Source: an optimization exercise on an open RTL-to-GDS flow (aim: small area). Production flows keep margins and buffers that such runs may drop. Only simulation tests tie the RTL to the original design; equivalence was not proved. The clock port is modelled as an ideal driver; clocking choices that lean on that would not hold on a real chip.

Design pwm16, start of the top module:
module pwm16 (
    input  wire        clk,
    input  wire        rst,
    input  wire        bus_we,
    input  wire        bus_re,
    input  wire [7:0]  bus_addr,
    input  wire [31:0] bus_wdata,
    output wire [31:0] bus_rdata,
    output wire [5:0]  pin_out,
    output wire [5:0]  pin_oe
);
For scale: roughly 800 cells after synthesis, about 88 I/O pins.
Settings: LEC_CHECK=0, CAP_MARGIN=20, CORE_MARGIN=2, CORE_UTILIZATION=40, PLACE_DENSITY=0.6, SLEW_MARGIN=20; clock period 12.0 ns.
standard.sh (not shown) runs the stock make flow with config.mk's settings and CLKGATE_MAP_FILE= SYNTH_SCRIPT=/design/flow/synth_recipe.tcl, a recipe that flattens the netlist after the stock synthesis.
==> flow/flow/run.sh <==
#!/bin/bash
# Own layout flow: the standard ORFS flow (standard.sh) with these changes:
#  - synthesis is the standard flow's own script, except that ABC maps the logic with the
#    area-oriented script flow/abc_area.script (registers are mapped before ABC
#    and are the same as in the standard synthesis);
#  - every input and output port is buffered with sky130_fd_sc_hd__buf_1;
#  - clock tree synthesis takes its arguments from flow/cts_args (no dummy loads);
#  - no buffers are inserted for outputs driven by a constant (SYNTH_INSBUF=0);
#  - adders are left to ABC (ADDER_MAP_FILE empty) instead of half-adder cells;
#  - after clock tree synthesis, flow/clk_downsize.tcl swaps clock buffers for
#    smaller ones while every flip-flop clock pin stays under 115 ps of slew;
#  - the constant-0 outputs share one tie cell (SKIP_REPAIR_TIE_FANOUT=1).
# Each tool's output stays in orfs/logs/...; make's own output is in flow_make.log.
set -euo pipefail
W=$(pwd)
# ORFS synth.tcl with ABC's script replaced
awk -v scr="$W/flow/abc_area.script" '
  { print }
  /source \$::env\(SCRIPTS_DIR\)\/synth_preamble.tcl/ {
    print "set abc_args [list -script " scr " {*}$lib_args {*}$lib_dont_use_args -constr $::env(OBJECTS_DIR)/abc.constr]"
  }' "$FLOW_HOME/scripts/synth.tcl" > "$W/own_synth_body.tcl"
grep -q "abc_area.script" "$W/own_synth_body.tcl"
# The standard flow's synthesis script, sourcing the copy above
sed "s#\$::env(SCRIPTS_DIR)/synth.tcl#$W/own_synth_body.tcl#" synth_recipe.tcl > "$W/own_synth.tcl"
grep -q "own_synth_body.tcl" "$W/own_synth.tcl"
CTS_ARGS=$(tr '\n' ' ' < "$W/flow/cts_args")
bash standard.sh SYNTH_SCRIPT="$W/own_synth.tcl" \
  "BUFFER_PORTS_ARGS=-buffer_cell sky130_fd_sc_hd__buf_1" "CTS_ARGS=$CTS_ARGS" SYNTH_INSBUF=0 ADDER_MAP_FILE= \
  POST_CTS_TCL="$W/flow/clk_downsize.tcl" SKIP_REPAIR_TIE_FANOUT=1 finish > "$W/flow_make.log" 2>&1
test -s out/final.def
Other scripts of this flow, unchanged in this note and not shown: flow/flow/abc_area.script, flow/flow/clk_downsize.tcl, flow/flow/cts_args
Then changed:
--- a/flow/design.v
+++ b/flow/design.v
@@ -5,15 +5,15 @@
     input  wire        bus_re,
     input  wire [7:0]  bus_addr,
     input  wire [31:0] bus_wdata,
     output wire [31:0] bus_rdata,
     output wire [5:0]  pin_out,
     output wire [5:0]  pin_oe
 );
-    reg [15:0] ncnt;          
+    reg [15:0] cnt;           
     reg [1:0]  mode;
     reg        init_done;
     reg [3:0]  st;            
     reg        kw, kx, ks;    
     reg [15:0] code;
     reg [15:0] enc_c;         
     reg        enc_v;         
@@ -50,25 +50,14 @@
         begin
             c = ci;
             for (i = 0; i < 16; i = i + 1) begin
                 inc16[i] = x[i] ^ c;
                 c = c & x[i];
             end
             inc16[16] = c;
-        end
-    endfunction
-    function [15:0] dec16(input [15:0] x, input bi);
-        integer i;
-        reg b;
-        begin
-            b = bi;
-            for (i = 0; i < 16; i = i + 1) begin
-                dec16[i] = x[i] ^ b;
-                b = b & ~x[i];
-            end
         end
     endfunction
     function [7:0] dec8(input [7:0] x, input bi);
         integer i;
         reg b;
         begin
             b = bi;
@@ -131,14 +120,15 @@
     wire p_dir    = wp & s1;
     wire p_static = wp & s2 & (c_on | c_off);
     wire p_com1   = wp & s2 & ~(c_on | c_off);
     wire p_ocr    = wp & s3;
     wire [5:0] hmask = rev ? {4'b0000, ks, ~ks} : {ks, ~ks, 4'b0000};
     wire [5:0] lmask = rev ? {ks, ~ks, 4'b0000} : {4'b0000, ks, ~ks};
     wire [5:0] pmask = {2'b00, ks, ~ks, 2'b00};
+    wire [15:0] ncnt = ~cnt;
     wire cp0 = lemaj16(ncnt, ocrp0);
     wire cp1 = lemaj16(ncnt, ocrp1);
     wire ch0 = lemaj8(ncnt[15:8], ocrh0);
     wire ch1 = lemaj8(ncnt[15:8], ocrh1);
     wire cl0 = ~lemaj8(ncnt[7:0], ocrl0);
     wire cl1 = ~lemaj8(ncnt[7:0], ocrl1);
     wire [5:0] wave = {rev ? cl1 : ch1, rev ? cl0 : ch0, cp1, cp0,
@@ -152,15 +142,14 @@
     wire a04 = a == 9'h104, a08 = a == 9'h108, a0c = a == 9'h10C, a10 = a == 9'h110;
     wire a20 = a == 9'h120, a24 = a == 9'h124, a28 = a == 9'h128, a2c = a == 9'h12C, a34 = a == 9'h134;
     wire a40 = a == 9'h140, a44 = a == 9'h144, a48 = a == 9'h148, a4c = a == 9'h14C, a50 = a == 9'h150;
     wire a60 = a == 9'h160, a64 = a == 9'h164, a68 = a == 9'h168, a6c = a == 9'h16C, a74 = a == 9'h174;
     wire a80 = a == 9'h180, a84 = a == 9'h184;
     wire post = init_done & mode[1];
     wire pre  = in_init & mode[1];
-    wire [15:0] cnt = ~ncnt;
     wire [1:0] a1pre = {cnt[1] & cnt[0], cnt[1] & ~cnt[0]};
     wire       a2pre = cnt[1] & cnt[0];
     wire sel_h0 = rev ? a24 : a64;
     wire sel_h1 = rev ? a28 : a68;
     wire sel_l0 = rev ? a64 : a24;
     wire sel_l1 = rev ? a68 : a28;
     wire sel_clo = a4c | (post & (rev ? (a34 | a6c) : (a2c | a74)));
@@ -193,17 +182,17 @@
         ({18{a50}} & {2'd0, {16{pri_cfg}}}) |
         ({18{a80}} & {4'd0, lvl, 2'b00, dir}) |
         ({18{a84}} & {4'd0, dir, 2'b00, pout}) |
         ({18{rd_hold}} & rdata);
     wire        nr     = ~rst;
     wire [15:0] code_z = code & {16{nr}};
     wire [7:0]  hm1_z  = dec8(code_z[15:8], nr & ~c_lo_ff);
-    wire [15:0] dec_c  = dec16(ncnt, init_run | init_done);
+    wire [16:0] run_c  = inc16(cnt, init_run | init_done);
     always @(posedge clk) begin
-        ncnt <= dec_c | {16{rst | clr}};
+        cnt <= run_c[15:0] & {16{nr & ~clr}};
         rdata <= rd;
         if (rst | enc_step) begin
             enc_c <= code_z;
             enc_v <= nr;
         end
         if (rst | (p_ocr & ~ks)) ocrp0 <= code_z;
         if (rst | (p_ocr &  ks)) ocrp1 <= code_z;
After rerunning: First-iteration DRC count is higher by 6.3%. Cell area is higher by 1.4%. Final cell count is higher by 0.60%. Core utilization is higher by 0.31 points. Synthesized cell count is higher by 0.38%.

[static timing again, ports no longer ideal]
The flow's constraints put no driver on any port. The routed layouts listed below were extracted and timed again, unchanged, in two steps.
Step 1 sets driving cells, clkbuf_16 on the clock port and buf_2 on the other inputs (assumed; they add their load-dependent delay and slew).
Step 2 also shifts input and output timing later by t, the mid clock arrival at the registers, as if the neighbouring blocks saw the same clock.
a / b / c = ideal ports / drivers / drivers and shift; a / b = the first two.
run | shift t [ns] | slack for setup (ns) | clock arrival spread, ns | pins driven straight from the clock port
the first run | 0.485 | 5.607 / 5.566 / 6.051 | 0.044 / 0.044 | 1
the second run | 0.791 | 5.539 / 5.501 / 6.292 | 0.039 / 0.038 | 1
After both steps every run listed still meets setup and hold.
